This design comes from an exercise in tuning for small area, a short achievable clock period and few clock cycles on the open sky130 flow, not from production work. At most, simulation tests tie the RTL to the original design; equivalence was not proved. No functional check of the RTL was part of runs 1 and 2. No activity file was given, so power comes from the tool's default toggle rates.

[flow/flow/run.sh]
#!/bin/bash
# Standard ORFS layout, but the input and output port buffers are buf_1 cells
# instead of the default delay buffers, the clock tree uses clkbuf_8 buffers
# in clusters of 14 sinks without dummy loads, and timing repair aims for
# 8.4 ns of setup slack at the design's 12 ns clock. Each tool's output goes
# to a log here.
set -o pipefail
bash standard.sh "BUFFER_PORTS_ARGS=-buffer_cell sky130_fd_sc_hd__buf_1" \
  "CTS_ARGS=-sink_clustering_enable -repair_clock_nets -buf_list sky130_fd_sc_hd__clkbuf_8 -root_buf sky130_fd_sc_hd__clkbuf_8 -dont_use_dummy_load -sink_clustering_size 14 -sink_clustering_max_diameter 70" \
  "SETUP_SLACK_MARGIN=8.4" \
  finish > standard.log 2>&1
[flow/standard.sh]
#!/bin/bash
# synth_recipe.tcl (not shown) runs the flow's synth.tcl, then flattens the netlist and writes it again
# the make line also repeats each setting of config.mk as NAME=value (left out here)
make -C /OpenROAD-flow-scripts/flow DESIGN_CONFIG=/design/flow/config.mk WORK_HOME=/design/flow/orfs CLKGATE_MAP_FILE= SYNTH_SCRIPT=/design/flow/synth_recipe.tcl "${@:-finish}"
[flow/config.mk]
export PLATFORM = sky130hd
export DESIGN_NAME = nes_bankbus
export DESIGN_NICKNAME = nes_bankbus
export VERILOG_FILES = /design/flow/design.v
export SDC_FILE = /design/flow/constraint.sdc
export NUM_CORES = 4
export LEC_CHECK = 0
export ABC_AREA = 1
export CAP_MARGIN = 20
export CORE_MARGIN = 2
export CORE_UTILIZATION = 40
export PLACE_DENSITY = 0.6
export SLEW_MARGIN = 20
[flow/constraint.sdc]
create_clock -name core_clock -period 12.0 [get_ports {clk}]
set_input_delay 2.4000 -clock core_clock [delete_from_list [all_inputs] [get_ports {clk}]]
set_output_delay 2.4000 -clock core_clock [all_outputs]
set_load 0.01 [all_outputs]
[flow/design.v]
module nes_bankbus (
    input             clk,
    input             rst,
    input      [7:0]  cfg_song,
    input      [7:0]  cfg_region,
    input      [15:0] cfg_init_addr,
    input      [15:0] cfg_play_addr,
    input      [15:0] cfg_load_addr,
    input      [15:0] cfg_vec_nmi,
    input      [15:0] cfg_vec_irq,
    input      [63:0] cfg_bank_init,
    input      [20:0] cfg_file_len,
    input             req_valid,
    output reg        req_ready,
    input      [1:0]  req_op,       
    input      [15:0] req_addr,
    input      [7:0]  req_wdata,
    output reg        resp_valid,
    output reg [7:0]  resp_rdata,
    output reg        resp_err,
    output reg        fault,
    output reg        fault_io,
    output reg        apu_valid,
    output     [15:0] apu_addr,
    output     [7:0]  apu_data,
    output reg        mem_en,
    output reg        mem_we,
    output reg [16:0] mem_addr,
    output reg [7:0]  mem_wdata,
    input      [7:0]  mem_rdata,
    output reg        file_en,
    output reg [20:0] file_addr,
    input      [7:0]  file_rdata,
    input             file_bad
);
    localparam S_IDLE = 0;    
    localparam S_BRD  = 1;    
    localparam S_RD1  = 2;    
    localparam S_RD2  = 3;    
    localparam S_BW0  = 4;    
    localparam S_BW1  = 5;    
    localparam S_BW2  = 6;    
    localparam S_BW3  = 7;    
    localparam S_ZST  = 8;    
    localparam S_ZERO = 9;    
    localparam S_LBS  = 10;   
    localparam S_SRCH = 11;   
    localparam S_FILL = 12;   
    localparam S_FEND = 13;   
    localparam S_DEC  = 14;   
    localparam S_EVS  = 15;   
    localparam NS = 16;
    reg [NS-1:0] st;
    reg [NS-1:0] nst;
    reg        rst_q;            
    reg [2:0]  kreg;             
    reg        lb_init;          
    reg        banked;           
    reg        flat;             
    reg        ffirst;           
    reg        err;              
    reg        sgn;              
    reg [3:0]  cs;               
    reg        touch_q;
    reg        rom_q;            
    reg        rsel;             
    reg        shim_q, vec_q;    
    reg        varsel;           
    reg        in_q, hlt_q, heq_q, llt_q;
    reg [3:0]  count;            
    reg [3:0]  win [0:7];
    reg [3:0]  lru [0:9];        
    reg [14:1] valid;            
    reg [3:0]  fnd;              
    reg        fres;             
    reg [3:0]  ffree;            
    reg [3:0]  fcach;            
    always @* req_ready = st[S_IDLE];
    assign apu_addr  = {11'h200, mem_addr[4:0]};
    assign apu_data  = mem_wdata;
    integer i;
    reg [9:0] below;
    always @* begin
        below[0] = 1'b0;
        for (i = 1; i < 10; i = i + 1)
            below[i] = below[i-1] | (lru[i-1] == cs);
    end
    always @(posedge clk) begin
        if (touch_q) begin
            lru[0] <= cs;
            for (i = 1; i < 10; i = i + 1)
                if (!below[i])
                    lru[i] <= lru[i-1];
        end
    end
    wire       full    = (count == 4'd10);
    wire [3:0] count_1 = count + 4'd1;
    reg        res_cs;
    always @* begin
        res_cs = 1'b0;
        for (i = 0; i < 10; i = i + 1)
            if (lru[i] == cs && i < count)
                res_cs = 1'b1;
    end
    wire       val_cs  = valid[cs];
    wire [3:0] evf     = full ? lru[9] : 4'd0;
    wire [15:0] a       = req_addr;
    wire        accept  = req_valid && st[S_IDLE];
    wire        a_apu   = (a[15:5] == 11'h200) && !(a[4] && a[3]);
    wire        a_5xxx  = (a[15:12] == 4'h5);
    wire        q_ram   = (mem_addr[15:11] == 5'd0);
    wire        q_apu   = (mem_addr[15:5] == 11'h200) && !(mem_addr[4] && mem_addr[3]);
    wire        q_shim  = (mem_addr[15:7] == 9'h020);
    wire        q_vec   = (kreg == 3'd7) && (mem_addr[11:3] == 9'h1FF) && (mem_addr[2] || mem_addr[1]);
    wire        q_cache = mem_addr[16] && (mem_addr[15:12] != 4'd0);
    wire        q_map   = !(mem_addr[16] && (mem_addr[15:12] == 4'd0));
    wire        q_bank  = (mem_addr[11:3] == 9'h1FF);    
    wire [3:0]  a_code  = win[a[14:12]];
    wire        a_slot  = a[15] && (a_code != 4'd15);
    wire [2:0]  w_sel   = mem_addr[5:3];
    wire [3:0]  w_code  = win[w_sel];
    wire      shim_now = !rom_q && q_shim;
    wire      vec_now  = rom_q && q_vec;
    reg [7:0] var_byte;
    reg       var_hit;
    always @* begin
        var_byte = 8'h00;
        var_hit = 1'b1;
        if (vec_now) begin
            case (mem_addr[2:0])
                3'd2: var_byte = cfg_vec_nmi[7:0];
                3'd3: var_byte = cfg_vec_nmi[15:8];
                3'd6: var_byte = cfg_vec_irq[7:0];
                3'd7: var_byte = cfg_vec_irq[15:8];
                default: var_hit = 1'b0;
            endcase
        end else if (shim_now) begin
            case (mem_addr[6:0])
                7'h01: var_byte = cfg_song;
                7'h03: var_byte = cfg_region;
                7'h05: var_byte = cfg_init_addr[7:0];
                7'h06: var_byte = cfg_init_addr[15:8];
                7'h08: var_byte = cfg_play_addr[7:0];
                7'h09: var_byte = cfg_play_addr[15:8];
                default: var_hit = 1'b0;
            endcase
        end else begin
            var_hit = 1'b0;
        end
    end
    reg [7:0] const_byte;
    always @* begin
        const_byte = 8'h00;
        if (vec_q) begin
            if (mem_addr[2:0] == 3'd5) const_byte = 8'h10;
        end else if (shim_q) begin
            case (mem_addr[6:0])
                7'h00: const_byte = 8'hA9;
                7'h02: const_byte = 8'hA2;
                7'h04: const_byte = 8'h20;
                7'h07: const_byte = 8'h20;
                7'h0A: const_byte = 8'h4C;
                7'h0B: const_byte = 8'h07;
                7'h0C: const_byte = 8'h10;
                7'h0D: const_byte = 8'hEA;
                7'h0E: const_byte = 8'hEA;
                7'h0F: const_byte = 8'hEA;
                7'h10: const_byte = 8'hEA;
                default: const_byte = 8'h00;
            endcase
        end
    end
    wire        filling = st[S_FILL];
    wire [12:0] l_add   = {1'b0, file_addr[11:0]} + {5'd0, !filling, 6'd0, 1'b1};
    wire        l_wrap  = (file_addr[11:0] == 12'hFFF);
    wire [9:0]  h_inc   = {sgn, file_addr[20:12]} + {9'd0, filling ? l_wrap : err};
    wire [9:0]  h_bank  = {2'b00, mem_wdata} - {9'd0, !err};
    wire        f_ok    = in_q && (hlt_q || (heq_q && llt_q));
    wire [14:0] jn      = mem_addr[14:0] + 15'd1;
    wire        f_last  = flat ? (mem_addr[14:0] == 15'h7FFE) : (mem_addr[11:0] == 12'hFFE);
    wire        b_ok    = f_ok && !(flat && mem_addr[14:0] == 15'h7FFE);
    wire [2:0]  k_1      = kreg + 3'd1;
    wire        more_init = lb_init && kreg != 3'd7;
    always @(posedge clk) begin
        rst_q  <= rst;
        banked <= |cfg_bank_init;
        in_q   <= !sgn && (file_addr[20:7] != 14'd0);
        hlt_q  <= file_addr[20:10] < cfg_file_len[20:10];
        heq_q  <= file_addr[20:10] == cfg_file_len[20:10];
        llt_q  <= file_addr[9:0] < cfg_file_len[9:0];
    end
    always @(posedge clk) begin
        nst = st;
        resp_valid <= 1'b0;
        resp_rdata <= 8'h00;
        apu_valid <= 1'b0;
        touch_q <= 1'b0;
        if (st[S_IDLE]) begin
            mem_addr <= {a_slot, a_slot ? a_code : a[15:12], a[11:0]};
            mem_wdata <= req_wdata;
            mem_en <= accept && !fault && !req_op[1] && !(req_op[0] && a[15]);
            mem_we <= req_op[0];
            kreg <= a[14:12];
            rom_q <= a[15];
            if (accept) begin
                if (fault) begin
                    resp_valid <= 1'b1;
                    resp_err <= 1'b1;
                end else if (req_op[1]) begin
                    if (!cfg_load_addr[15]) begin
                        fault <= 1'b1;
                        fault_io <= 1'b0;
                        resp_valid <= 1'b1;
                        resp_err <= 1'b1;
                    end else begin
                        nst = 1 << S_ZST;
                    end
                end else if (!req_op[0]) begin
                    nst = a_5xxx ? (1 << S_BRD) : (1 << S_RD1);
                end else begin
                    if (a_5xxx) begin
                        nst = 1 << S_BW0;
                    end else begin
                        apu_valid <= a_apu && (a[4:0] != 5'h16);
                        resp_valid <= 1'b1;
                        resp_err <= 1'b0;
                    end
                end
            end
        end
        if (st[S_BRD]) begin
            if (q_bank)
                mem_addr <= {14'h2000, mem_addr[2:0]};
            mem_en <= 1'b1;
            nst = 1 << S_RD1;
        end
        if (st[S_RD1]) begin
            mem_en <= 1'b0;
            resp_rdata <= var_byte;
            varsel <= var_hit;
            if (rom_q) begin
                cs <= mem_addr[15:12];
                touch_q <= q_cache && !q_vec;
                rsel <= q_map && !q_vec;
                vec_q <= q_vec;
                shim_q <= 1'b0;
            end else begin
                rsel <= q_ram || q_apu;
                shim_q <= q_shim;
                vec_q <= 1'b0;
            end
            nst = 1 << S_RD2;
        end
        if (st[S_RD2]) begin
            resp_rdata <= rsel ? mem_rdata : varsel ? resp_rdata : const_byte;
            resp_valid <= 1'b1;
            resp_err <= 1'b0;
            nst = 1 << S_IDLE;
        end
        if (st[S_BW0]) begin
            mem_addr <= {14'h2000, mem_addr[2:0]};
            kreg <= mem_addr[2:0];
            if (q_bank) begin
                mem_en <= 1'b1;
                mem_we <= 1'b0;
                nst = 1 << S_BW1;
            end else begin
                mem_en <= 1'b0;
                resp_valid <= 1'b1;
                resp_err <= 1'b0;
                nst = 1 << S_IDLE;
            end
        end
        if (st[S_BW1]) begin
            mem_en <= 1'b0;
            nst = 1 << S_BW2;
        end
        if (st[S_BW2]) begin
            resp_rdata <= mem_rdata;
            nst = 1 << S_BW3;
        end
        if (st[S_BW3]) begin
            if (resp_rdata == mem_wdata) begin
                resp_valid <= 1'b1;
                resp_err <= 1'b0;
                nst = 1 << S_IDLE;
            end else begin
                mem_en <= 1'b1;
                mem_we <= 1'b1;
                lb_init <= 1'b0;
                flat <= 1'b0;
                nst = 1 << S_LBS;
            end
        end
        if (st[S_ZST]) begin
            mem_en <= 1'b1;
            mem_we <= 1'b1;
            mem_addr <= 17'd0;
            mem_wdata <= 8'h00;
            nst = 1 << S_ZERO;
        end
        if (st[S_ZERO]) begin
            if (!mem_addr[14] && mem_addr[10:0] == 11'h7FF)
                mem_addr <= 17'h04000;
            else if (mem_addr[14] && mem_addr[4:0] == 5'h17)
                mem_addr <= 17'h10000;
            else
                mem_addr[11:0] <= jn[11:0];
            mem_wdata <= (mem_addr[14] && mem_addr[4:0] == 5'h16) ? 8'h40 : 8'h00;
            if (mem_addr[16] && mem_addr[2:0] == 3'd6) begin
                file_addr[11:0] <= l_add[11:0];
                err <= l_add[12];
            end else if (!(mem_addr[16] && mem_addr[2:0] == 3'd7)) begin
                {sgn, file_addr} <= {7'h7F, ~cfg_load_addr[14:0]};
            end
            if (mem_addr[16] && mem_addr[2:0] == 3'd7) begin
                mem_en <= 1'b0;
                flat <= !banked;
                valid <= 14'd0;
                if (banked) begin
                    count <= 4'd0;
                    for (i = 0; i < 8; i = i + 1)
                        win[i] <= 4'd0;
                    kreg <= 3'd0;
                    mem_wdata <= cfg_bank_init[7:0];
                    lb_init <= 1'b1;
                    nst = 1 << S_LBS;
                end else begin
                    {sgn, file_addr[20:12]} <= h_inc;
                    file_en <= 1'b1;
                    err <= 1'b0;
                    ffirst <= 1'b1;
                    nst = 1 << S_FILL;
                end
            end
        end
        if (st[S_LBS]) begin
            cs <= 4'd15;
            fnd <= 4'd0;
            ffree <= 4'd0;
            fcach <= 4'd0;
            mem_addr <= 17'h10011;
            mem_en <= 1'b1;
            mem_we <= 1'b0;
            {sgn, file_addr} <= {10'h3FF, ~cfg_load_addr[11:0]};
            nst = 1 << S_SRCH;
        end
        if (st[S_SRCH]) begin
            mem_addr[3:0] <= jn[3:0];
            resp_rdata <= mem_rdata;
            cs <= cs + 4'd1;
            if (cs == 4'd15) begin
                file_addr[11:0] <= l_add[11:0];
                err <= l_add[12];
            end
            if (cs != 4'd15 && cs != 4'd0) begin
                if ((val_cs || res_cs) && resp_rdata == mem_wdata) begin
                    fnd <= cs;
                    fres <= res_cs;
                end
                if (!val_cs && !res_cs && ffree == 4'd0)
                    ffree <= cs;
                if (val_cs && !res_cs && fcach == 4'd0)
                    fcach <= cs;
            end
            if (cs == 4'd14 ||
                (cs != 4'd15 && cs != 4'd0 && res_cs && resp_rdata == mem_wdata)) begin
                mem_en <= 1'b0;
                nst = 1 << S_DEC;
            end
        end
        if (st[S_DEC]) begin
            resp_rdata <= 8'h00;
            mem_addr[5:0] <= 6'h07;
            if (fnd != 4'd0 && fres) begin
                cs <= fnd;
                win[kreg] <= fnd;
                touch_q <= 1'b1;
                if (more_init) begin
                    kreg <= k_1;
                    mem_wdata <= cfg_bank_init[{k_1, 3'b000} +: 8];
                    nst = 1 << S_LBS;
                end else begin
                    resp_valid <= 1'b1;
                    resp_err <= 1'b0;
                    nst = 1 << S_IDLE;
                end
            end else if (fnd != 4'd0) begin
                cs <= fnd;
                err <= 1'b0;
                nst = 1 << S_EVS;
            end else begin
                mem_addr <= {13'h1001, (ffree != 4'd0) ? ffree : fcach};
                mem_en <= 1'b1;
                mem_we <= 1'b1;
                cs <= (ffree != 4'd0) ? ffree : fcach;
                {sgn, file_addr[20:12]} <= h_bank;
                file_en <= 1'b1;
                err <= 1'b0;
                ffirst <= 1'b1;
                nst = 1 << S_FILL;
            end
        end
        if (st[S_EVS]) begin
            if (w_code == evf)
                win[w_sel] <= 4'd0;
            mem_addr[5:3] <= jn[5:3];
            if (mem_addr[5:3] == 3'd7)
                nst = 1 << S_FEND;
        end
        if (st[S_FILL]) begin
            if (w_code == evf)
                win[w_sel] <= 4'd0;
            file_addr[11:0] <= l_add[11:0];
            {sgn, file_addr[20:12]} <= h_inc;
            ffirst <= 1'b0;
            if (ffirst) begin
                mem_en <= 1'b0;
                mem_addr[14:0] <= 15'h7FFF;
            end else begin
                mem_en <= 1'b1;
                mem_we <= 1'b1;
                mem_addr <= flat ? {2'b01, jn} : {1'b1, cs, jn[11:0]};
                mem_wdata <= b_ok ? file_rdata : 8'h00;
                if (b_ok && file_bad)
                    err <= 1'b1;
                if (f_last) begin
                    file_en <= 1'b0;
                    nst = 1 << S_FEND;
                end
            end
        end
        if (st[S_FEND]) begin
            mem_en <= 1'b0;
            if (err) begin
                fault <= 1'b1;
                fault_io <= 1'b1;
                resp_valid <= 1'b1;
                resp_err <= 1'b1;
                nst = 1 << S_IDLE;
            end else if (flat) begin
                for (i = 0; i < 8; i = i + 1)
                    win[i] <= 4'd15;
                resp_valid <= 1'b1;
                resp_err <= 1'b0;
                nst = 1 << S_IDLE;
            end else begin
                win[kreg] <= cs;
                valid[cs] <= 1'b1;
                touch_q <= 1'b1;
                if (!full)
                    count <= count_1;
                if (more_init) begin
                    kreg <= k_1;
                    mem_wdata <= cfg_bank_init[{k_1, 3'b000} +: 8];
                    nst = 1 << S_LBS;
                end else begin
                    resp_valid <= 1'b1;
                    resp_err <= 1'b0;
                    nst = 1 << S_IDLE;
                end
            end
        end
        if (rst_q)
            nst = 1 << S_IDLE;
        st <= nst;
        if (rst) begin
            st[S_IDLE] <= 1'b0;
            resp_valid <= 1'b0;
            apu_valid <= 1'b0;
        end
        if (rst_q) begin
            mem_en <= 1'b0;
            file_en <= 1'b0;
            touch_q <= 1'b0;
            fault <= 1'b0;
            fault_io <= 1'b0;
            count <= 4'd0;
        end
    end
endmodule
==> results.txt, run 1 <==
Status - timing/DRC/antenna clean
Wire length per cell - 19.5 µm
Unique masters post-synth - 65
Skew-Pair Late Insertion Delay - 0.62 ns
Net Sw Power - 729 µW
Seq/Total Area, Yosys - 30.4%
CP startpoint kind - flop
Fin util - 46.6%
DRT Wirelength - 60.7 mm
Buffers & Inverters on Critical Path - 1
R2R Path End - mem_wdata[4]
Syn Area/Cell - 6.59 µm²
R2R depth - 16
Layout cells sized above 1 - 9.48%
Period Utilization, post-route - 30.9%
Max_slew headroom - 40.2%
Internal - 1170 µW
P_leak - 0.00773 µW
Cell count after synthesis - 2,314
Min-delay worst type - flop to flop
Synth warn - 2
Max Slew Vio Count - 0
TritonCTS clock tree - yes
Setup_tns - 0 ns
Crit path max fanout - 3
Largest net degree at the start of global routing - 51
# DRC - 0
Tmin final - 3.71 ns
Flop2flop setup slack - 8.52 ns
Switching share of total power - 38.4%
Core ar. - 37,600 µm²
CP top delay family - flip-flops
Sequential Power Share - 45.5%
Critical Path Max Stage Delay - 0.52 ns
Power after layout - 1900 µW
WP data arrival - 1.31 ns
VDD IR max - 0.0000915 V
Combinational power share - 31.4%
Via density - 5.61
Vias in the first global route - 15,900
Power per cell area - 108 nW/µm²
RSZ-0062 raised after global routing - true
Antenna-violating nets left - 0
Die Area - 39,700 µm²
First-pass GRT wire length - 89.9 mm
Post-DP HPWL - 45.9 mm
CP endpoint kind - output port
CTS Sinks - 205
Max stage delay cell, worst path - edfxtp_1
CP Class - flop to output port
Post-Syn Area - 15,300 µm²
Nets - 2,878
Hold endpoint - valid[2]
Cts bufs inserted - 24
Fin Clk Skew - 0.0629 ns
Worst Tran Pin Value - 0.892 ns
Clock tree buffer depth - 3
Final hold violation count - 0
Worst-path clk slew - 0.09 ns
Primary FF master, synth - dfxtp_1
Total Routing Usage GR - 29.3%
I/O pin cnt - 314
Final WS setup - 8.29 ns
Initial Utilization - 40.6%
Cts hold-fix bufs - 0
Clock power share - 23.1%
Critical Path RT - 9.60 ns
Die X - 199 µm
Setup violators final - 0
Die H - 199 µm
DR iter-0 viols - 1,379
Max cap viols - 0
PortBufs - 302
Hold wc startpoint - valid[2]
Fillers - 4,012
#FFs+latches synth - 205
Post-synth EDFFs - 53
Root buf cell - clkbuf_8
Async S/R FF share, synth - 0%
Antenna violations before repair - 0
1st-pass router iterations - 7
RR Startpoint - mem_addr[0]
Hold depth - 2
Pre-CTS setup slack - 7.23 ns
Total grt overflow - 0
Cells along the critical path - clkbuf_2
Depth of the CTS H-tree - 1
Rows - 71
GPL Wtd Cong - 1.00
Via count - 17,400
Layout area overhead - 14.7%
Fmax achieved - 269 MHz
==> kinds of logic (layout without fill, tap and decap cells) <==
kind of cell / after synthesis / count (layout) / share of synthesized area (%)
and+or+nand+nor: 1115 / 1115 / 32.3
xor gates and xnor gates: 48 / 48 / 2.81
AOI/OAI and AO/OA: 485 / 485 / 18.6
other: 2 / 13 / 0.0492
buffers and inverters: 399 / 672 / 11.0
DFF: 205 / 205 / 30.4
adders and majority gates: 53 / 53 / 4.35
muxes: 7 / 7 / 0.459
==> worst max path at each step <==
stage | start | end | slack, ns | cells past startpoint
after CTS | mem_addr[2] | mem_addr[2] | 8.29 | 2
after global routing | mem_addr[2] | apu_addr[2] | 8.27 | 2
after global placement | req_addr[12] | mem_addr[13] | 7.29 | 13
after floorplan | req_addr[12] | st[12] | 8.41 | 10
final | mem_addr[1] | apu_addr[1] | 8.29 | 1
after detailed placement | req_addr[12] | mem_addr[13] | 7.23 | 13
==> registers in the layout, summed over array words and instances, names as in the netlist, 8 cells and up <==
| name | count |
|---|---|
| file_addr | 21 |
| valid | 14 |
| win | 32 |
| lru | 40 |
| resp_rdata | 8 |
| mem_addr | 17 |
| mem_wdata | 8 |
| st | 16 |
==> synth_stat cells (9+ instances only) <==
master,n,area [µm²]
dfxtp_1,152,3040
nor4_1,28,175
a31oi_1,16,100
nor2_2,12,75.1
inv_1,276,1040
o221ai_1,20,175
inv_2,15,56.3
a21oi_1,120,601
clkbuf_1,42,158
ha_1,53,663
nand2_1,513,1930
nor2_4,11,124
o21ai_1,10,50.1
o211ai_1,21,158
nor2_1,253,950
nor3_1,26,130
o21ai_0,209,1050
edfxtp_1,53,1590
xor2_1,35,307
xnor2_1,12,105
buf_4,35,263
nand3_1,186,931
o2111ai_1,9,78.8
o22ai_1,26,163
nand4_1,59,369
buf_2,19,95.1
a22o_1,9,78.8
==> cell type report <==
type | count | area (µm²) | share of cell area (%)
tap | 511 | 639 | 3.65
sequential | 205 | 4770 | 27.3
clock buffer | 24 | 330 | 1.89
timing repair buffer | 350 | 1610 | 9.22
timing repair inverter | 2 | 10.0 | 0.0572
inverter | 296 | 1130 | 6.46
multi-input combinational | 1719 | 9000 | 51.4
antenna | 2 | 5.00 | 0.0286
==> power groups by stage <==
stage	logic [µW]	clock network [µW]	registers (µW)
final	595	438	865
after global placement	521	0	884
after detailed placement	531	0	883
after floorplan	372	0	846
after CTS	574	447	864
after global routing	659	471	870
==> per-layer routing <==
metal,vias to the layer above,share of wire (%),GRT usage (%)
met3,160,7.4,4.22
li1,8351,-,-
met5,-,0,0
met1,8102,41,37.7
met2,823,46,48.2
met4,0,4.8,14.1
==> per-stage QoR <==
stage | instance area [µm²] | instances | hold WS, ns
3_3_place_gp | 16600 | 3051 | 0.434
2_1_floorplan | 15300 | 2323 | 0.421
3_5_place_dp | 16600 | 3051 | 0.444
5_1_grt | 17500 | 3107 | 0.479
4_1_cts | 17300 | 3094 | 0.460
6_report | 17500 | 3109 | 0.457
==> what timing repair did <==
| item | CTS | global route |
|---|---|---|
| endpoints found under the setup margin | 106 | 97 |
| cloned | 1 | 1 |
| pin swaps | 0 | 0 |
| gates resized for setup | 116 | 38 |
| buffers inserted | 18 | 12 |
==> cells in the final DEF (no fill, tap or decap), types with 45 or more instances in the layout <==
| cell type | n |
|---|---|
| buf_4 | 45 |
| a21oi_1 | 120 |
| o21ai_0 | 207 |
| dfxtp_1 | 102 |
| inv_1 | 272 |
| nand4_1 | 59 |
| ha_1 | 51 |
| nand3_1 | 186 |
| nor2_1 | 250 |
| buf_1 | 257 |
| nand2_1 | 513 |
| edfxtp_1 | 53 |
==> run 2: changes to the inputs <==
--- a/flow/config.mk
+++ b/flow/config.mk
@@ -6,5 +6,4 @@
 export NUM_CORES = 4
 export LEC_CHECK = 0
-export ABC_AREA = 1
 export CAP_MARGIN = 20
 export CORE_MARGIN = 2
==> results.txt, run 2 <==
Async S/R FF share, synth - 0%
RSZ-0062 raised after global routing - true
Antenna-violating nets left - 0
Layout area overhead - 14.9%
Via count - 14,500
Critical Path RT - 9.60 ns
CP Class - flop to output port
GPL Wtd Cong - 0.975
Pre-CTS setup slack - 7.29 ns
Depth of the CTS H-tree - 1
Crit path max fanout - 3
DRT Wirelength - 52.6 mm
PortBufs - 302
Final hold violation count - 0
Status - timing/DRC/antenna clean
Worst-path clk slew - 0.10 ns
Post-Layout Cell Count - 2,376
Top Registers - lru: 40 flops, win: 32 flops, file_addr: 21 flops
Final Instance Area - 16,600 µm²
Max stage delay cell, worst path - edfxtp_1
CP endpoint kind - output port
Tmin final - 3.66 ns
Cells along the critical path - buf_12, buf_6
Cts hold-fix bufs - 0
Fillers - 3,560
Max_slew headroom - 21.7%
Unique masters post-synth - 79
Power after layout - 1920 µW
Post-synth top area share - 21.1%
CP startpoint kind - flop
Setup_tns - 0 ns
Max cap viols - 0
P_leak - 0.00628 µW
Via density - 6.09
CTS Sinks - 205
WP data arrival - 1.26 ns
Synth warn - 2
DR iter-0 viols - 1,398
Top post-synthesis cells by area - dfxtp_1 (21%), edfxtp_1 (11%), mux2i_1 (5.8%)
First-pass GRT wire length - 79.4 mm
Clock power share - 20.1%
Clock tree buffer depth - 3
Antenna violations before repair - 4
Syn Area/Cell - 8.61 µm²
Skew-Pair Late Insertion Delay - 0.55 ns
Core ar. - 35,600 µm²
Worst Tran Pin Value - 1.14 ns
Die Area - 37,600 µm²
Primary FF master, synth - dfxtp_1
Internal - 1220 µW
Synth area leader - dfxtp_1
Sequential Power Share - 46.2%
Switching share of total power - 36.5%
Seq/Total Area, Yosys - 32.1%
Commonest non-fill, non-tap cell in the layout - buf_1
Top-count cell post-synth - dfxtp_1
Wire length per cell - 22.1 µm
Placement Cell Area - 15,700 µm²
Cts bufs inserted - 19
Total Routing Usage GR - 26.6%
Die H - 194 µm
Fin Clk Skew - 0.0388 ns
Setup violators final - 0
1st-pass router iterations - 9
Critical Path Max Stage Delay - 0.44 ns
Initial Utilization - 40.6%
Cell count after synthesis - 1,675
Total grt overflow - 0
# DRC - 0
Combinational power share - 33.7%
Period Utilization, post-route - 30.5%
Power per cell area - 116 nW/µm²
Nets - 2,194
Net Sw Power - 700 µW
Largest net degree at the start of global routing - 40
Rows - 69
Post-Syn Area - 14,400 µm²
#FFs+latches synth - 205
Synth top cells by count - dfxtp_1 (152), a21oi_1 (119), nand2_1 (119), nor2_1 (119), o21ai_0 (106)
Root buf cell - clkbuf_8
I/O pin cnt - 314
Biggest register - lru
Post-DP HPWL - 38.4 mm
VDD IR max - 0.0000613 V
Vias in the first global route - 13,700
Max Slew Vio Count - 0
Post-synth EDFFs - 53
TritonCTS clock tree - yes
Fmax achieved - 273 MHz
Final WS setup - 8.34 ns
Die X - 194 µm
Min-delay worst type - flop to flop
Dpl cells - 2,329
Most frequent cells in the layout - buf_1 (281), a21oi_1 (119), nand2_1 (119), nor2_1 (117), dfxtp_1 (113)
Layout cells sized above 1 - 10.8%
Max reg flops - 40
run 2: cell count changes after synthesis, moves of 32 or more:
cell,change
nand3_1,-139
nor2_1,-134
xnor2_1,+36
inv_1,-201
nand4_1,-36
mux2i_1,+77
mux4_2,+32
nand2_1,-394
clkbuf_1,+37
o21ai_0,-103
run 2: path summary, 6_finish.rpt:
path | startpoint | endpoint | slack (ns) | cells after the start
min | valid[10] | valid[10] | 0.47 | 2
min reg2reg | valid[10] | valid[10] | 0.47 | 2
max reg2reg | kreg[1] | win[4][1] | 8.54 | 9
max | mem_addr[2] | mem_addr[2] | 8.34 | 2
run 2: cell families (layout without fill, tap and decap cells):
| logic type | Yosys count | after routing | share of synthesized area (%) |
|---|---|---|---|
| AOI/OAI and AO/OA | 463 | 463 | 20.9 |
| DFF | 205 | 205 | 32.1 |
| other | 2 | 14 | 0.0520 |
| xor gates and xnor gates | 95 | 95 | 5.77 |
| muxes | 130 | 130 | 11.9 |
| adders and majority gates | 53 | 53 | 4.60 |
| and+or+nand+nor | 519 | 519 | 18.2 |
| buffers and inverters | 208 | 436 | 6.39 |
run 2: per-layer routing:
metal / vias up / part of all wire (%) / track usage, %
met5: - / 0.051 / 0
met4: 4 / 4.0 / 10.5
met3: 119 / 9.2 / 4.61
met2: 775 / 46 / 42.6
met1: 6891 / 41 / 35.6
li1: 6673 / - / -
run 2: critical path: cells and delay by family, from the launching register on:
family / cells / cell delay [ns]
flops: 1 / 0.44
buf+inv: 2 / 0.27
run 2: power by group through the flow:
stage	combinational (µW)	clock (µW)	sequential, µW
detailed placement	578	0	892
global route	707	411	896
floorplan	416	0	864
global placement	569	0	890
CTS	639	391	880
finish	647	385	886
run 2: metrics by stage:
step	hold WS, ns	utilization (%)
after global routing	0.489	46.6
after CTS	0.465	46.1
after detailed placement	0.442	44.1
final	0.465	46.6
after global placement	0.430	44.1
after floorplan	0.419	-
run 2: repair_timing:
action | 4_1_cts | 5_1_grt
setup endpoints to repair | 70 | 48
setup buffers | 13 | 7
gates cloned | 5 | 0
pin swaps | 1 | 4
resized for setup | 79 | 36
run 2: area by class of cell:
| cell class | count | area, µm² | share of cell area, % |
|---|---|---|---|
| diodes | 3 | 7.51 | 0.0453 |
| inverters | 75 | 285 | 1.72 |
| repair buffers | 342 | 1710 | 10.3 |
| flip-flops and latches | 205 | 4700 | 28.4 |
| multi-input cells | 1271 | 9030 | 54.5 |
| clock buffers | 19 | 262 | 1.58 |
| well taps | 461 | 577 | 3.48 |
==> run 3: changes to the inputs <==
--- a/flow/design.v
+++ b/flow/design.v
@@ -364,6 +364,5 @@
                     fcach <= cs;
             end
-            if (cs == 4'd14 ||
-                (cs != 4'd15 && cs != 4'd0 && res_cs && resp_rdata == mem_wdata)) begin
+            if (cs == 4'd14) begin
                 mem_en <= 1'b0;
                 nst = 1 << S_DEC;
==> results.txt, run 3 <==
Status - timing/DRC/antenna clean
Setup violators final - 0
CP top delay family - flip-flops
Die H - 192 µm
Via density - 6.12
CP endpoint kind - output port
Unique masters post-synth - 91
Primary FF master, synth - dfxtp_1
Wire length per cell - 22.6 µm
Synth top cells by count - dfxtp_1 (152), a21oi_1 (138), nand2_1 (133), nor2_1 (122), o21ai_0 (82)
Antenna violations before repair - 2
Critical Path RT - 9.60 ns
Max Slew Vio Count - 0
Synth warn - 2
Via count - 14,200
Antenna-violating nets left - 0
Stages on the worst setup path - 1
Depth of the CTS H-tree - 1
Fmax achieved - 270 MHz
Max_slew headroom - 24.0%
Period Utilization, post-route - 30.8%
Post-DP HPWL - 39.1 mm
Rows - 68
Clock power share - 21.6%
Worst-path clk slew - 0.10 ns
Total grt overflow - 0
R2R depth - 11
Post-synth top area share - 21.5%
WP data arrival - 1.30 ns
Vias in the first global route - 13,500
CP startpoint kind - flop
Worst hold margin - 0.448 ns
Total Routing Usage GR - 27.7%
Initial Utilization - 40.9%
CP Class - flop to output port
Max cap viols - 0
Cts hold-fix bufs - 0
Biggest register - lru
Buffers & Inverters on Critical Path - 1
Async S/R FF share, synth - 0%
DRT Wirelength - 52.6 mm
Cts bufs inserted - 20
Seq/Total Area, Yosys - 32.7%
Top Registers - lru: 40 flops, win: 32 flops, file_addr: 21 flops
Largest net degree at the start of global routing - 40
CTS Sinks - 205
Min-delay worst type - flop to flop
VDD IR max - 0.0000637 V
Critical Path Max Stage Delay - 0.50 ns
Layout area overhead - 14.2%
I/O pin cnt - 314
CP endpoint - mem_addr[14]
Most frequent cells in the layout - buf_1 (282), a21oi_1 (138), nand2_1 (133), nor2_1 (121), dfxtp_1 (113)
Crit path max fanout - 13
Cells along the critical path - buf_1
#FFs+latches synth - 205
Die X - 192 µm
Worst Tran Pin Value - 1.14 ns
Hold depth - 1
Sequential Power Share - 47.3%
Net Sw Power - 643 µW
Die Area - 37,000 µm²
Tmin final - 3.70 ns
1st-pass router iterations - 6
Skew-Pair Late Insertion Delay - 0.56 ns
Final hold violation count - 0
CP Launch Point - mem_addr[14]
Layout cells sized above 1 - 11.7%
PortBufs - 302
RSZ-0062 raised after global routing - true
Setup_tns - 0 ns
Nets - 2,151
Core ar. - 34,700 µm²
TritonCTS clock tree - yes
Top-count cell post-synth - dfxtp_1
R2R Path End - file_addr[14]
Switching share of total power - 35.3%
GPL Wtd Cong - 0.948
Combinational power share - 31.1%
Top post-synthesis cells by area - dfxtp_1 (21%), edfxtp_1 (11%), mux4_2 (5.6%)
# DRC - 0
N_diodes - 0
Flop2flop setup slack - 8.59 ns
Commonest non-fill, non-tap cell in the layout - buf_1
Syn Area/Cell - 8.72 µm²
Post-Syn Area - 14,200 µm²
Clock tree buffer depth - 3
Fin Clk Skew - 0.0477 ns
First-pass GRT wire length - 79.4 mm
Internal - 1180 µW
Root buf cell - clkbuf_8
Synth area leader - dfxtp_1
P_leak - 0.00588 µW
Power per cell area - 112 nW/µm²
Max stage delay cell, worst path - dfxtp_4
RR Startpoint - mem_addr[1]
Cell count after synthesis - 1,627
DR iter-0 viols - 1,461
Post-synth EDFFs - 53
Max reg flops - 40
run 3: cell types whose count changed after synthesis, sizes merged, moves of 10 or more:
cell	previous run	this run
mux2i	84	25
o21ai	109	85
a21oi	119	139
inv	75	57
clkbuf	79	62
o21a	22	5
mux2	14	29
a211oi	14	28
a221oi	10	24
nand2	119	133
o31a	13	1
a22o	1	12
buf	54	64
run 3: area by class of cell:
| class | instances | area [µm²] |
|---|---|---|
| Timing Repair Buffer | 339 | 1610 |
| Clock buffer | 20 | 275 |
| Inverter | 59 | 225 |
| Multi-Input combinational cell | 1246 | 8800 |
| Tap cell | 455 | 569 |
| Fill cell | 3485 | 18500 |
| Sequential cell | 205 | 4720 |
run 3: how the worst min path moves through the flow:
stage | start | endpoint | slack [ns]
finish | sgn | in_q | 0.45
global placement | valid[9] | valid[9] | 0.43
CTS | sgn | in_q | 0.45
detailed placement | valid[9] | valid[9] | 0.44
global route | sgn | in_q | 0.46
floorplan | valid[9] | valid[9] | 0.42
run 3: timing repair:
| action | CTS | global route |
|---|---|---|
| setup endpoints to repair | 57 | 37 |
| gates cloned | 3 | 0 |
| setup buffers | 12 | 2 |
| endpoints found under the hold margin | 0 | 0 |
| resized for setup | 79 | 23 |
run 3: routing by layer:
layer  track usage, %  vias to the layer above  share of wire (%)
met2             44.8                      760                 46
met4             9.01                        4                3.2
met3             5.46                      105                9.8
li1                 -                     6591                  -
met1             37.2                     6762                 41
met5                0                        -              0.048
run 3: power groups by stage:
stage / sequential [µW] / combinational (µW) / clock, µW
floorplan: 845 / 356 / 0
global placement: 868 / 503 / 0
detailed placement: 868 / 508 / 0
CTS: 857 / 558 / 400
global route: 870 / 621 / 424
finish: 861 / 565 / 394
run 3: cells by family (layout without fill, tap and decap cells):
family	count (synthesis)	after routing	share of synthesized area, %
adders and majority gates	53	53	4.68
AOI/OAI and AO/OA	463	463	21.4
and+or+nand+nor	538	538	19.6
xor gates and xnor gates	91	91	5.62
muxes	90	90	9.99
other	2	11	0.0530
DFF	205	205	32.7
buffers and inverters	185	418	6.03
run 3: stage by stage:
step | util (%) | instances | area, µm² | setup slack, ns | total power [µW]
finish | 46.7 | 2324 | 16200 | 8.30 | 1820
floorplan | - | 1636 | 14300 | 8.21 | 1200
CTS | 46.4 | 2321 | 16100 | 8.21 | 1820
global route | 46.7 | 2324 | 16200 | 8.27 | 1910
global placement | 44.5 | 2286 | 15500 | 7.42 | 1370
detailed placement | 44.5 | 2286 | 15500 | 7.44 | 1380
Testbench counts of run 3, summed over its fixed seeds: cycles 545,789.
==> run 4: changes to the inputs <==
==> flow/flow/run.sh (replaced) <==
#!/bin/bash
# Standard ORFS layout, but the input and output port buffers are buf_1 cells
# instead of the default delay buffers, the clock tree uses clkbuf_8 buffers
# in clusters of 14 sinks without dummy loads, and timing repair aims for
# 8.55 ns of setup slack at the design's 12 ns clock. Each tool's output goes
# to a log here.
set -o pipefail
bash standard.sh "BUFFER_PORTS_ARGS=-buffer_cell sky130_fd_sc_hd__buf_1" \
  "CTS_ARGS=-sink_clustering_enable -repair_clock_nets -buf_list sky130_fd_sc_hd__clkbuf_8 -root_buf sky130_fd_sc_hd__clkbuf_8 -dont_use_dummy_load -sink_clustering_size 14 -sink_clustering_max_diameter 70" \
  "SETUP_SLACK_MARGIN=8.55" \
  finish > standard.log 2>&1
==> results.txt, run 4 <==
GPL Wtd Cong - 0.983
Fin Clk Skew - 0.0650 ns
Hold wc startpoint - valid[9]
Synth top cells by count - dfxtp_1 (152), a21oi_1 (138), nand2_1 (133), nor2_1 (122), o21ai_0 (82)
Vias in the first global route - 13,600
Max cap viols - 0
Dpl cells - 2,284
Post-Layout Cell Count - 2,374
TritonCTS clock tree - yes
Buffers & Inverters on Critical Path - 1
CP startpoint kind - flop
Switching share of total power - 35.0%
PortBufs - 302
Crit path max fanout - 6
Sequential Power Share - 42.8%
Clock tree buffer depth - 3
Core ar. - 34,700 µm²
Nets - 2,201
I/O pin cnt - 314
M1 GR Usage - 38.3%
Largest net degree at the start of global routing - 40
CP Launch Point - mem_addr[1]
Critical Path RT - 9.60 ns
CP endpoint kind - output port
N_diodes - 0
GR Util met2 - 43.3%
Cells along the critical path - buf_6
Max reg flops - 40
Rows - 68
Largest family of logic cells by synthesized area - compound AO/OA/AOI/OAI gates
Die X - 192 µm
Max Slew Vio Count - 0
Min-delay worst type - flop to flop
Post-DP HPWL - 38.1 mm
Commonest non-fill, non-tap cell in the layout - buf_1
Layout area overhead - 20.5%
Internal - 1260 µW
Antenna-violating nets left - 0
Via density - 6.16
Tmin final - 3.66 ns
Post-synth EDFFs - 53
Top Registers - lru: 40 flops, win: 32 flops, file_addr: 21 flops
Cell count after synthesis - 1,627
1st-pass router iterations - 6
Antenna violations before repair - 0
Setup_tns - 0 ns
DRT Wirelength - 53.0 mm
Cts hold-fix bufs - 0
Most frequent cells in the layout - buf_1 (221), a21oi_1 (137), nand2_1 (131), nor2_1 (120), dfxtp_1 (94)
Cts bufs inserted - 20
First-pass GRT wire length - 79.0 mm
Wire length per cell - 22.3 µm
Stages on the worst setup path - 1
VDD IR max - 0.0000859 V
Period Utilization, post-route - 30.5%
Max_slew headroom - 26.0%
Total grt overflow - 0
Top-count cell post-synth - dfxtp_1
Post-Synth XOR/XNOR Area - 5.62%
Post-Syn Area - 14,200 µm²
Placement Cell Area - 15,500 µm²
Simple-Gate Fraction of Synth Area - 19.6%
Final Instance Area - 17,100 µm²
Status - timing/DRC/antenna clean
Synth area leader - dfxtp_1
Syn Area/Cell - 8.72 µm²
Async S/R FF share, synth - 0%
Fmax achieved - 273 MHz
Power per cell area - 113 nW/µm²
CP top delay family - flip-flops
Root buf cell - clkbuf_8
Seq/Total Area, Yosys - 32.7%
Total Routing Usage GR - 27.4%
Die H - 192 µm
Layout cells sized above 1 - 18.8%
Via count - 14,600
Complex-gate fraction of the synthesized area - 21.4%
Depth of the CTS H-tree - 1
Biggest register - lru
Post-synthesis adder-cell area fraction - 4.68%
Final hold violation count - 0
#FFs+latches synth - 205
Worst Tran Pin Value - 1.10 ns
DR iter-0 viols - 1,558
Clock power share - 20.4%
P_leak - 0.00642 µW
Unique masters post-synth - 91
Fillers - 3,348
Flop2flop setup slack - 8.76 ns
Critical Path Max Stage Delay - 0.53 ns
R2R Path End - mem_wdata[0]
Skew-Pair Late Insertion Delay - 0.56 ns
CTS Sinks - 205
Worst-path clk slew - 0.10 ns
Post-synthesis mux area share - 9.99%
Post-synth top area share - 21.5%
RSZ-0062 raised after global routing - true
CP Class - flop to output port
Met3 Resource Use GR - 4.33%
Die Area - 37,000 µm²
Busiest grt layer - met2
Combinational power share - 36.8%
CP endpoint - apu_addr[1]
Primary FF master, synth - dfxtp_1
Max stage delay cell, worst path - edfxtp_1
Net Sw Power - 677 µW
Setup violators final - 0
# DRC - 0
Initial Utilization - 40.9%
RR Startpoint - mem_addr[1]
R2R depth - 9
Synth warn - 2
Top post-synthesis cells by area - dfxtp_1 (21%), edfxtp_1 (11%), mux4_2 (5.6%)
WP data arrival - 1.26 ns
==> run 4: cell counts after synthesis <==
No cell type changed its count.
==> run 4: layer usage <==
layer / wire length [µm] / vias to the layer above
met4: 1610 / 0
met3: 4940 / 111
met5: 0 / -
met2: 23700 / 787
li1: - / 6691
met1: 22700 / 7028
==> run 4: worst min-delay path by stage <==
| stage | end | slack, ns | cells past startpoint |
|---|---|---|---|
| 2_1_floorplan | valid[9] | 0.42 | 2 |
| 3_3_place_gp | valid[10] | 0.43 | 2 |
| 3_5_place_dp | valid[10] | 0.44 | 2 |
| 4_1_cts | valid[10] | 0.46 | 2 |
| 5_1_grt | valid[11] | 0.49 | 2 |
| 6_report | valid[9] | 0.46 | 2 |
==> run 4: power groups by stage <==
stage / Clock, µW / Sequential [µW] / Combinational (µW)
global placement: 0 / 875 / 510
global route: 424 / 832 / 770
detailed placement: 0 / 875 / 514
CTS: 399 / 823 / 682
finish: 394 / 829 / 713
floorplan: 0 / 846 / 357
==> run 4: stage by stage <==
stage / utilization (%) / hold WS, ns / total power (µW) / setup WS (ns)
2_1_floorplan: - / 0.418 / 1200 / 8.21
3_3_place_gp: 44.6 / 0.434 / 1380 / 7.46
3_5_place_dp: 44.6 / 0.443 / 1390 / 7.40
4_1_cts: 48.2 / 0.458 / 1900 / 8.34
5_1_grt: 49.2 / 0.488 / 2030 / 8.32
6_report: 49.2 / 0.458 / 1940 / 8.34
==> run 4: logic make-up after synthesis <==
family	count (synthesis)
buf+inv	185
fa+ha+maj	53
flops	205
mux	90
other cells	2
xor+xnor	91
compound gates	463
simple gates	538
==> run 4: cell type report <==
| type | instances | area [µm²] | share of cell area, % |
|---|---|---|---|
| Clock buffer | 20 | 275 | 1.61 |
| Tap cell | 455 | 569 | 3.33 |
| Multi-Input combinational cell | 1246 | 8890 | 52.0 |
| Sequential cell | 205 | 4810 | 28.2 |
| Timing Repair Buffer | 389 | 2310 | 13.5 |
| Inverter | 59 | 233 | 1.36 |
==> run 4: what timing repair did <==
item                                    CTS  global route
gates resized for setup                 225            55
endpoints found under the setup margin   99           102
pin swaps                                 1             6
buffers inserted                         56            12
cloned                                    2             0
==> run 5: changes to the inputs <==
==> flow/flow/run.sh (replaced) <==
#!/bin/bash
# Standard ORFS layout, but the input and output port buffers are buf_1 cells
# instead of the default delay buffers, the clock tree uses clkbuf_8 buffers
# in clusters of 14 sinks without dummy loads, and timing repair aims for
# 8.45 ns of setup slack at the design's 12 ns clock. Each tool's output goes
# to a log here.
set -o pipefail
bash standard.sh "BUFFER_PORTS_ARGS=-buffer_cell sky130_fd_sc_hd__buf_1" \
  "CTS_ARGS=-sink_clustering_enable -repair_clock_nets -buf_list sky130_fd_sc_hd__clkbuf_8 -root_buf sky130_fd_sc_hd__clkbuf_8 -dont_use_dummy_load -sink_clustering_size 14 -sink_clustering_max_diameter 70" \
  "SETUP_SLACK_MARGIN=8.45" \
  finish > standard.log 2>&1
==> results.txt, run 5 <==
Max_slew headroom - 25.8%
TritonCTS clock tree - yes
Internal - 1200 µW
Rows - 68
Seq/Total Area, Yosys - 32.7%
PortBufs - 302
Max reg flops - 40
Depth of the CTS H-tree - 1
Net Sw Power - 657 µW
VDD IR max - 0.0000641 V
Final WS setup - 8.35 ns
Via count - 14,600
Via density - 6.22
Cell count after synthesis - 1,627
Die X - 192 µm
DR iter-0 viols - 1,432
Fmax achieved - 274 MHz
Post-Layout Cell Count - 2,346
Core ar. - 34,700 µm²
Switching share of total power - 35.4%
Worst Tran Pin Value - 1.08 ns
Synth top cells by count - dfxtp_1 (152), a21oi_1 (138), nand2_1 (133), nor2_1 (122), o21ai_0 (82)
Cts bufs inserted - 19
Fin Clk Skew - 0.0322 ns
Largest net degree at the start of global routing - 37
Die Area - 37,000 µm²
Vias in the first global route - 13,500
Post-synth EDFFs - 53
Clock power share - 20.8%
Primary FF master, synth - dfxtp_1
Post-Syn Area - 14,200 µm²
Period Utilization, post-route - 30.4%
P_leak - 0.00614 µW
Total grt overflow - 0
Cts hold-fix bufs - 0
Combinational power share - 33.3%
Tmin final - 3.65 ns
Antenna violations before repair - 0
Layout cells sized above 1 - 15.0%
# DRC - 0
Synth warn - 2
Skew-Pair Late Insertion Delay - 0.55 ns
CP startpoint kind - flop
DRT Wirelength - 53.4 mm
First-pass GRT wire length - 79.4 mm
Clock tree buffer depth - 3
I/O pin cnt - 314
Commonest non-fill, non-tap cell in the layout - buf_1
Async S/R FF share, synth - 0%
Setup violators final - 0
Top-count cell post-synth - dfxtp_1
Antenna-violating nets left - 0
Die H - 192 µm
Layout area overhead - 17.1%
Status - timing/DRC/antenna clean
Setup_tns - 0 ns
Worst-path clk slew - 0.09 ns
Pre-CTS setup slack - 7.39 ns
Root buf cell - clkbuf_8
#FFs+latches synth - 205
Post-DP HPWL - 38.8 mm
Critical Path RT - 9.60 ns
Initial Utilization - 40.9%
Max cap viols - 0
Most frequent cells in the layout - buf_1 (256), a21oi_1 (138), nand2_1 (133), nor2_1 (119), dfxtp_1 (105)
Biggest register - lru
Syn Area/Cell - 8.72 µm²
Wire length per cell - 22.7 µm
N_diodes - 0
Total Routing Usage GR - 27.8%
Top post-synthesis cells by area - dfxtp_1 (21%), edfxtp_1 (11%), mux4_2 (5.6%)
Power per cell area - 112 nW/µm²
Top Registers - lru: 40 flops, win: 32 flops, file_addr: 21 flops
CTS Sinks - 205
CP endpoint kind - output port
Sequential Power Share - 45.8%
Nets - 2,173
Unique masters post-synth - 91
Synth area leader - dfxtp_1
Dpl cells - 2,283
WP data arrival - 1.25 ns
RSZ-0062 raised after global routing - true
GPL Wtd Cong - 0.950
CP Class - flop to output port
Crit path max fanout - 4
Final hold violation count - 0
Min-delay worst type - flop to flop
Post-synth top area share - 21.5%
1st-pass router iterations - 7
Max Slew Vio Count - 0
-- run 5: cell counts after synthesis --
No cell type changed its count.
-- run 5: layout make-up --
type / count / area [µm²]
inverter: 59 / 229
clock buffer: 19 / 262
sequential: 205 / 4760
multi-input combinational: 1246 / 8840
timing repair buffer: 362 / 1950
tap: 455 / 569
fill: 3401 / 18100
-- run 5: worst max-delay path, cell delays in order, from the launching register on --
cell and delay [ns]:
edfxtp_1 0.43, buf_6 0.16, buf_6 0.13
-- run 5: worst paths after layout --
| kind | start | to | slack, ns | cells past startpoint |
|---|---|---|---|---|
| max | mem_addr[0] | apu_addr[0] | 8.35 | 2 |
| min reg2reg | valid[9] | valid[9] | 0.45 | 2 |
| max reg2reg | mem_addr[1] | file_addr[14] | 8.66 | 11 |
| min | valid[9] | valid[9] | 0.45 | 2 |
-- run 5: what timing repair did --
item | 4_1_cts | 5_1_grt
endpoints found under the setup margin | 111 | 90
gates resized for setup | 129 | 40
cloned | 6 | 0
buffers inserted | 31 | 7
-- run 5: per-stage QoR --
stage	hold WS (ns)	total power [µW]	instance area, µm²	util (%)
after CTS	0.448	1840	16400	47.4
after floorplan	0.418	1200	14300	-
after global placement	0.435	1370	15500	44.5
after detailed placement	0.434	1380	15500	44.5
final	0.451	1860	16600	47.8
after global routing	0.477	1940	16600	47.8
-- run 5: kinds of logic (layout without fill, tap and decap cells) --
| logic type | count (synthesis) | in the layout | share of synthesized area (%) |
|---|---|---|---|
| compound gates | 463 | 463 | 21.4 |
| xor+xnor | 91 | 91 | 5.62 |
| fa+ha+maj | 53 | 53 | 4.68 |
| buf+inv | 185 | 440 | 6.03 |
| flops | 205 | 205 | 32.7 |
| mux | 90 | 90 | 9.99 |
| other cells | 2 | 11 | 0.0530 |
| simple gates | 538 | 538 | 19.6 |
-- run 5: metal layers --
layer  GRT usage [%]  vias up  share of wire (%)
li1                -     6629                  -
met1            37.2     7014                 41
met4            11.0        0                4.3
met2            44.7      809                 46
met3            4.46      137                8.9
met5               0        -                  0
-- run 5: power by group through the flow --
| stage | sequential [µW] | combinational, µW | clock (µW) |
|---|---|---|---|
| floorplan | 846 | 357 | 0 |
| global placement | 866 | 509 | 0 |
| detailed placement | 867 | 515 | 0 |
| CTS | 848 | 604 | 391 |
| global route | 860 | 670 | 413 |
| finish | 851 | 619 | 387 |
==> run 6: changes to the inputs <==
==> flow/flow/run.sh (replaced) <==
#!/bin/bash
# Standard ORFS layout, but the input and output port buffers are buf_1 cells
# instead of the default delay buffers, the clock tree uses clkbuf_8 buffers
# in clusters of 14 sinks without dummy loads, and timing repair aims for
# 8.2 ns of setup slack at the design's 12 ns clock. Each tool's output goes
# to a log here.
set -o pipefail
bash standard.sh "BUFFER_PORTS_ARGS=-buffer_cell sky130_fd_sc_hd__buf_1" \
  "CTS_ARGS=-sink_clustering_enable -repair_clock_nets -buf_list sky130_fd_sc_hd__clkbuf_8 -root_buf sky130_fd_sc_hd__clkbuf_8 -dont_use_dummy_load -sink_clustering_size 14 -sink_clustering_max_diameter 70" \
  "SETUP_SLACK_MARGIN=8.2" \
  finish > standard.log 2>&1
==> results.txt, run 6 <==
VDD IR max - 0.0000588 V
Max cap viols - 0
WP data arrival - 1.34 ns
DR iter-0 viols - 1,446
Primary FF master, synth - dfxtp_1
Final hold violation count - 0
Total grt overflow - 0
Synth top cells by count - dfxtp_1 (152), a21oi_1 (138), nand2_1 (133), nor2_1 (122), o21ai_0 (82)
TritonCTS clock tree - yes
Worst-path clk slew - 0.09 ns
I/O pin cnt - 314
Tmin final - 3.74 ns
Top-count cell post-synth - dfxtp_1
Max_slew headroom - 31.1%
Nets - 2,137
Post-DP HPWL - 38.9 mm
Antenna-violating nets left - 0
Die Area - 37,000 µm²
Unique masters post-synth - 91
Worst Tran Pin Value - 1.01 ns
CP startpoint kind - flop
Period Utilization, post-route - 31.2%
Top Registers - lru: 40 flops, win: 32 flops, file_addr: 21 flops
Post-synth EDFFs - 53
Fin Clk Skew - 0.0303 ns
PortBufs - 302
Max stage delay cell, worst path - dfxtp_1
Via density - 6.16
# DRC - 0
Cts bufs inserted - 19
Post-synth top area share - 21.5%
Post-Syn Area - 14,200 µm²
Post-Layout Cell Count - 2,310
Die H - 192 µm
Cell count after synthesis - 1,627
N_diodes - 0
Buffers & Inverters on Critical Path - 2
1st-pass router iterations - 8
Most frequent cells in the layout - buf_1 (301), dfxtp_1 (141), a21oi_1 (138), nand2_1 (133), nor2_1 (120)
Total Routing Usage GR - 26.9%
R2R Path End - file_addr[14]
Critical Path RT - 9.60 ns
Hold endpoint - valid[9]
Die X - 192 µm
Setup_tns - 0 ns
CTS Sinks - 205
Wire length per cell - 22.2 µm
Top post-synthesis cells by area - dfxtp_1 (21%), edfxtp_1 (11%), mux4_2 (5.6%)
Power per cell area - 111 nW/µm²
Setup violators final - 0
P_leak - 0.00569 µW
R2R depth - 11
Final WS setup - 8.26 ns
Layout area overhead - 11.7%
CP endpoint kind - output port
Depth of the CTS H-tree - 1
Fmax achieved - 267 MHz
Skew-Pair Late Insertion Delay - 0.55 ns
RSZ-0062 raised after global routing - true
Biggest register - lru
RR Startpoint - mem_addr[0]
Critical Path Max Stage Delay - 0.34 ns
Root buf cell - clkbuf_8
Hold depth - 2
Largest net degree at the start of global routing - 40
CP top delay family - buffers and inverters
Async S/R FF share, synth - 0%
Clock tree buffer depth - 3
Max reg flops - 40
Dpl cells - 2,284
Cts hold-fix bufs - 0
Crit path max fanout - 31
Pre-CTS setup slack - 7.40 ns
First-pass GRT wire length - 77.3 mm
Antenna violations before repair - 1
Seq/Total Area, Yosys - 32.7%
Flop2flop setup slack - 8.54 ns
Hold wc startpoint - valid[9]
DRT Wirelength - 51.3 mm
#FFs+latches synth - 205
Layout cells sized above 1 - 8.36%
Commonest non-fill, non-tap cell in the layout - buf_1
Rows - 68
Status - timing/DRC/antenna clean
Synth area leader - dfxtp_1
Cells along the critical path - buf_8, buf_1
Core ar. - 34,700 µm²
Syn Area/Cell - 8.72 µm²
Min-delay worst type - flop to flop
Vias in the first global route - 13,400
GPL Wtd Cong - 0.948
Initial Utilization - 40.9%
Max Slew Vio Count - 0
Via count - 14,200
Synth warn - 2
CP Class - flop to output port
-- run 6: per-stage QoR --
step / utilization, % / power (µW) / hold WS (ns) / cell area (µm²)
global route: 45.6 / 1850 / 0.485 / 15800
CTS: 45.5 / 1760 / 0.454 / 15800
floorplan: - / 1200 / 0.418 / 14200
detailed placement: 44.5 / 1380 / 0.440 / 15400
finish: 45.6 / 1760 / 0.452 / 15800
global placement: 44.4 / 1370 / 0.433 / 15400
-- run 6: where the power goes --
part	switching [µW]	total, µW	internal, µW	leakage [µW]
combinational	288	520	232	0.00383
sequential	102	859	758	0.00173
clock	237	380	142	0.000137
-- run 6: cell families after synthesis --
logic type      synth area share (%)
other cells                   0.0530
simple gates                    19.6
xor+xnor                        5.62
flops                           32.7
fa+ha+maj                       4.68
buf+inv                         6.03
compound gates                  21.4
mux                             9.99
-- run 6: area by class of cell --
cell class              instances  area (µm²)
clock buffers                  19         262
fillers                      3501       18900
inverters                      59         221
multi-input cells            1246        8780
flip-flops and latches        205        4650
well taps                     455         569
repair buffers                326        1360
-- run 6: layer usage --
metal | vias up | GRT usage (%) | share of wire [%]
met5 | - | 0 | 0.021
met4 | 2 | 9.13 | 3.2
met3 | 110 | 5.29 | 9.3
met2 | 752 | 43.6 | 46
met1 | 6809 | 35.6 | 41
li1 | 6560 | - | -
-- run 6: worst max path at each step --
stage / from / end / slack (ns) / cells past startpoint
floorplan: req_addr[12] / mem_addr[12] / 8.19 / 7
global placement: req_addr[12] / mem_addr[12] / 7.44 / 7
detailed placement: req_addr[12] / mem_addr[12] / 7.40 / 7
CTS: mem_addr[4] / apu_addr[4] / 8.20 / 2
global route: req_addr[13] / st[0] / 8.15 / 8
finish: mem_addr[3] / mem_addr[3] / 8.26 / 2
-- run 6: what timing repair did --
item                       4_1_cts  5_1_grt
pin swaps                        0        1
gates resized for setup         15       13
setup buffers                    7        0
gates cloned                     0        0
setup endpoints to repair       38       22
-- run 6: worst min-delay path: cells and delay by family (launching register included) --
family | cells | cell delay (ns)
flip-flops | 1 | 0.32
AND/OR/NAND/NOR | 2 | 0.09
==> run 7: changes to the inputs <==
==> flow/flow/run.sh (replaced) <==
#!/bin/bash
# Standard ORFS layout, but the input and output port buffers are buf_1 cells
# instead of the default delay buffers, the clock tree uses clkbuf_8 buffers
# in clusters of 14 sinks without dummy loads, and timing repair aims for
# 8.3 ns of setup slack at the design's 12 ns clock. Each tool's output goes
# to a log here.
set -o pipefail
bash standard.sh "BUFFER_PORTS_ARGS=-buffer_cell sky130_fd_sc_hd__buf_1" \
  "CTS_ARGS=-sink_clustering_enable -repair_clock_nets -buf_list sky130_fd_sc_hd__clkbuf_8 -root_buf sky130_fd_sc_hd__clkbuf_8 -dont_use_dummy_load -sink_clustering_size 14 -sink_clustering_max_diameter 70" \
  "SETUP_SLACK_MARGIN=8.3" \
  finish > standard.log 2>&1
==> results.txt, run 7 <==
Syn Area/Cell - 8.72 µm²
CP endpoint kind - output port
Critical Path RT - 9.60 ns
Setup violators final - 0
N_diodes - 0
1st-pass router iterations - 8
PortBufs - 302
CP top delay family - flip-flops
#FFs+latches synth - 205
Depth of the CTS H-tree - 1
CTS Sinks - 205
# DRC - 0
Status - timing/DRC/antenna clean
Synth warn - 2
Biggest register - lru
Post-DP HPWL - 39.0 mm
Clock power share - 21.6%
Nets - 2,149
Initial Utilization - 40.9%
Stages on the worst setup path - 2
Min-delay worst type - flop to flop
Critical Path Max Stage Delay - 0.42 ns
TritonCTS clock tree - yes
Layout area overhead - 12.6%
Total Routing Usage GR - 27.2%
Switching share of total power - 35.5%
Total grt overflow - 0
Combinational power share - 30.3%
CP Class - flop to output port
Worst hold margin - 0.458 ns
Post-Layout Cell Count - 2,322
Fin Clk Skew - 0.0345 ns
R2R Path End - file_addr[14]
P_leak - 0.00579 µW
Top Registers - lru: 40 flops, win: 32 flops, file_addr: 21 flops
Period Utilization, post-route - 30.7%
Commonest non-fill, non-tap cell in the layout - buf_1
Seq/Total Area, Yosys - 32.7%
Root buf cell - clkbuf_8
Antenna violations before repair - 2
Final hold violation count - 0
Dpl cells - 2,286
Die H - 192 µm
Cells along the critical path - buf_12, buf_1
Largest net degree at the start of global routing - 40
Flop2flop setup slack - 8.51 ns
Sequential Power Share - 48.2%
Unique masters post-synth - 91
DR iter-0 viols - 1,220
Post-synth top area share - 21.5%
Layout cells sized above 1 - 9.53%
RR Startpoint - mem_addr[0]
GPL Wtd Cong - 0.954
Final WS setup - 8.32 ns
Primary FF master, synth - dfxtp_1
Most frequent cells in the layout - buf_1 (294), a21oi_1 (138), dfxtp_1 (134), nand2_1 (133), nor2_1 (121)
Post-synth EDFFs - 53
Worst-path clk slew - 0.09 ns
Max cap viols - 0
Vias in the first global route - 13,600
Rows - 68
Cts bufs inserted - 19
Tmin final - 3.68 ns
DRT Wirelength - 51.8 mm
Via density - 6.15
Top-count cell post-synth - dfxtp_1
Wire length per cell - 22.3 µm
Max Slew Vio Count - 0
Max_slew headroom - 22.0%
Pre-CTS setup slack - 7.42 ns
Max stage delay cell, worst path - edfxtp_1
Skew-Pair Late Insertion Delay - 0.56 ns
Power per cell area - 112 nW/µm²
Async S/R FF share, synth - 0%
Clock tree buffer depth - 3
Via count - 14,300
VDD IR max - 0.0000590 V
First-pass GRT wire length - 78.5 mm
Buffers & Inverters on Critical Path - 2
I/O pin cnt - 314
CP Launch Point - mem_addr[1]
Max reg flops - 40
Top post-synthesis cells by area - dfxtp_1 (21%), edfxtp_1 (11%), mux4_2 (5.6%)
Core ar. - 34,700 µm²
Net Sw Power - 633 µW
Die X - 192 µm
WP data arrival - 1.28 ns
Placement Cell Area - 15,400 µm²
CP startpoint kind - flop
Antenna-violating nets left - 0
R2R depth - 11
Post-Syn Area - 14,200 µm²
RSZ-0062 raised after global routing - false
Cell count after synthesis - 1,627
CP endpoint - mem_addr[1]
Synth top cells by count - dfxtp_1 (152), a21oi_1 (138), nand2_1 (133), nor2_1 (122), o21ai_0 (82)
Die Area - 37,000 µm²
Worst Tran Pin Value - 1.14 ns
Setup_tns - 0 ns
Internal - 1150 µW
Crit path max fanout - 4
Fmax achieved - 272 MHz
Synth area leader - dfxtp_1
Final Instance Area - 16,000 µm²
## run 7: metrics by stage
step | utilization, % | total power, µW
finish | 46.0 | 1780
global route | 46.0 | 1870
CTS | 45.7 | 1780
detailed placement | 44.5 | 1380
global placement | 44.5 | 1370
floorplan | - | 1200
## run 7: logic make-up after synthesis
kind of cell,synth area share (%)
other,0.0530
multiplexers,9.99
AND/OR/NAND/NOR,19.6
buffers and inverters,6.03
adder cells (fa/ha/maj),4.68
flip-flops,32.7
XOR/XNOR,5.62
AO/OA/AOI/OAI,21.4
## run 7: area by class of cell
class | count | area (µm²)
multi-input combinational | 1246 | 8760
tap | 455 | 569
clock buffer | 19 | 262
inverter | 59 | 221
fill | 3495 | 18700
sequential | 205 | 4660
timing repair buffer | 338 | 1490
## run 7: timing repair
action	CTS	global route
buffers inserted	10	6
setup endpoints to repair	47	28
cloned	1	0
gates resized for setup	29	16
hold buffers	0	0
pin swaps	0	0
## run 7: per-layer routing
layer | share of wire, % | global-route usage, %
met5 | 0.025 | 0
met4 | 2.9 | 9.42
met2 | 47 | 44.1
met3 | 8.8 | 4.22
met1 | 42 | 36.9
## run 7: tightest hold or removal path, delay by kind of cell, from the launching register on
kind / cells / cell delay (ns)
flops: 1 / 0.32
simple gates: 2 / 0.09
## run 7: worst min-delay path by stage
stage | startpoint | end | slack [ns] | depth (start not counted)
floorplan | valid[9] | valid[9] | 0.42 | 2
global placement | valid[9] | valid[9] | 0.43 | 2
detailed placement | valid[13] | valid[13] | 0.44 | 2
CTS | valid[9] | valid[9] | 0.46 | 2
global route | valid[9] | valid[9] | 0.48 | 2
finish | valid[9] | valid[9] | 0.46 | 2
## run 7: power by group through the flow
stage                     clock network, µW  logic (µW)  registers, µW
final                                   384         539            858
after global routing                    412         596            867
after CTS                               393         528            854
after detailed placement                  0         507            871
after global placement                    0         500            870
after floorplan                           0         355            845

==> what the ideal ports hide <==
No port has a modelled driver above. Below, the same layouts with a new extraction and two added sets of constraints. Step 1, drivers: a clkbuf_16 drives clk and a buf_2 each remaining input, both assumed. Step 2, shift: input delay + t, output delay - t, t = (earliest + latest rising clock arrival at the registers) / 2. This alone moves slack from input paths to output paths. a / b / c = ideal ports / drivers / drivers and shift; a / b = the first two.
| run | shift t [ns] | slack for setup (ns) | hold slack, ns | worst setup path at the end | cell pins on the clock port's net |
|---|---|---|---|---|---|
| run 1 | 0.647 | 8.288 / 8.230 / 7.895 | 0.457 / 0.457 / 0.457 | input to register | 1 |
| run 2 | 0.573 | 8.335 / 8.293 / 7.854 | 0.465 / 0.465 / 0.465 | input to register | 1 |
| run 3 | 0.591 | 8.299 / 8.246 / 7.965 | 0.448 / 0.448 / 0.448 | input to register | 1 |
| run 4 | 0.577 | 8.336 / 8.290 / 8.017 | 0.458 / 0.458 / 0.458 | input to register | 1 |
| run 5 | 0.579 | 8.349 / 8.303 / 7.971 | 0.451 / 0.451 / 0.451 | input to register | 1 |
| run 6 | 0.577 | 8.261 / 8.216 / 7.715 | 0.452 / 0.452 / 0.452 | input to register | 1 |
| run 7 | 0.593 | 8.319 / 8.267 / 7.796 | 0.458 / 0.458 / 0.458 | input to register | 1 |
After both steps setup and hold are still met in every run listed. For run 6, which loses most, drivers alone change the setup slack by -0.045 ns; drivers and shift together by -0.546 ns.
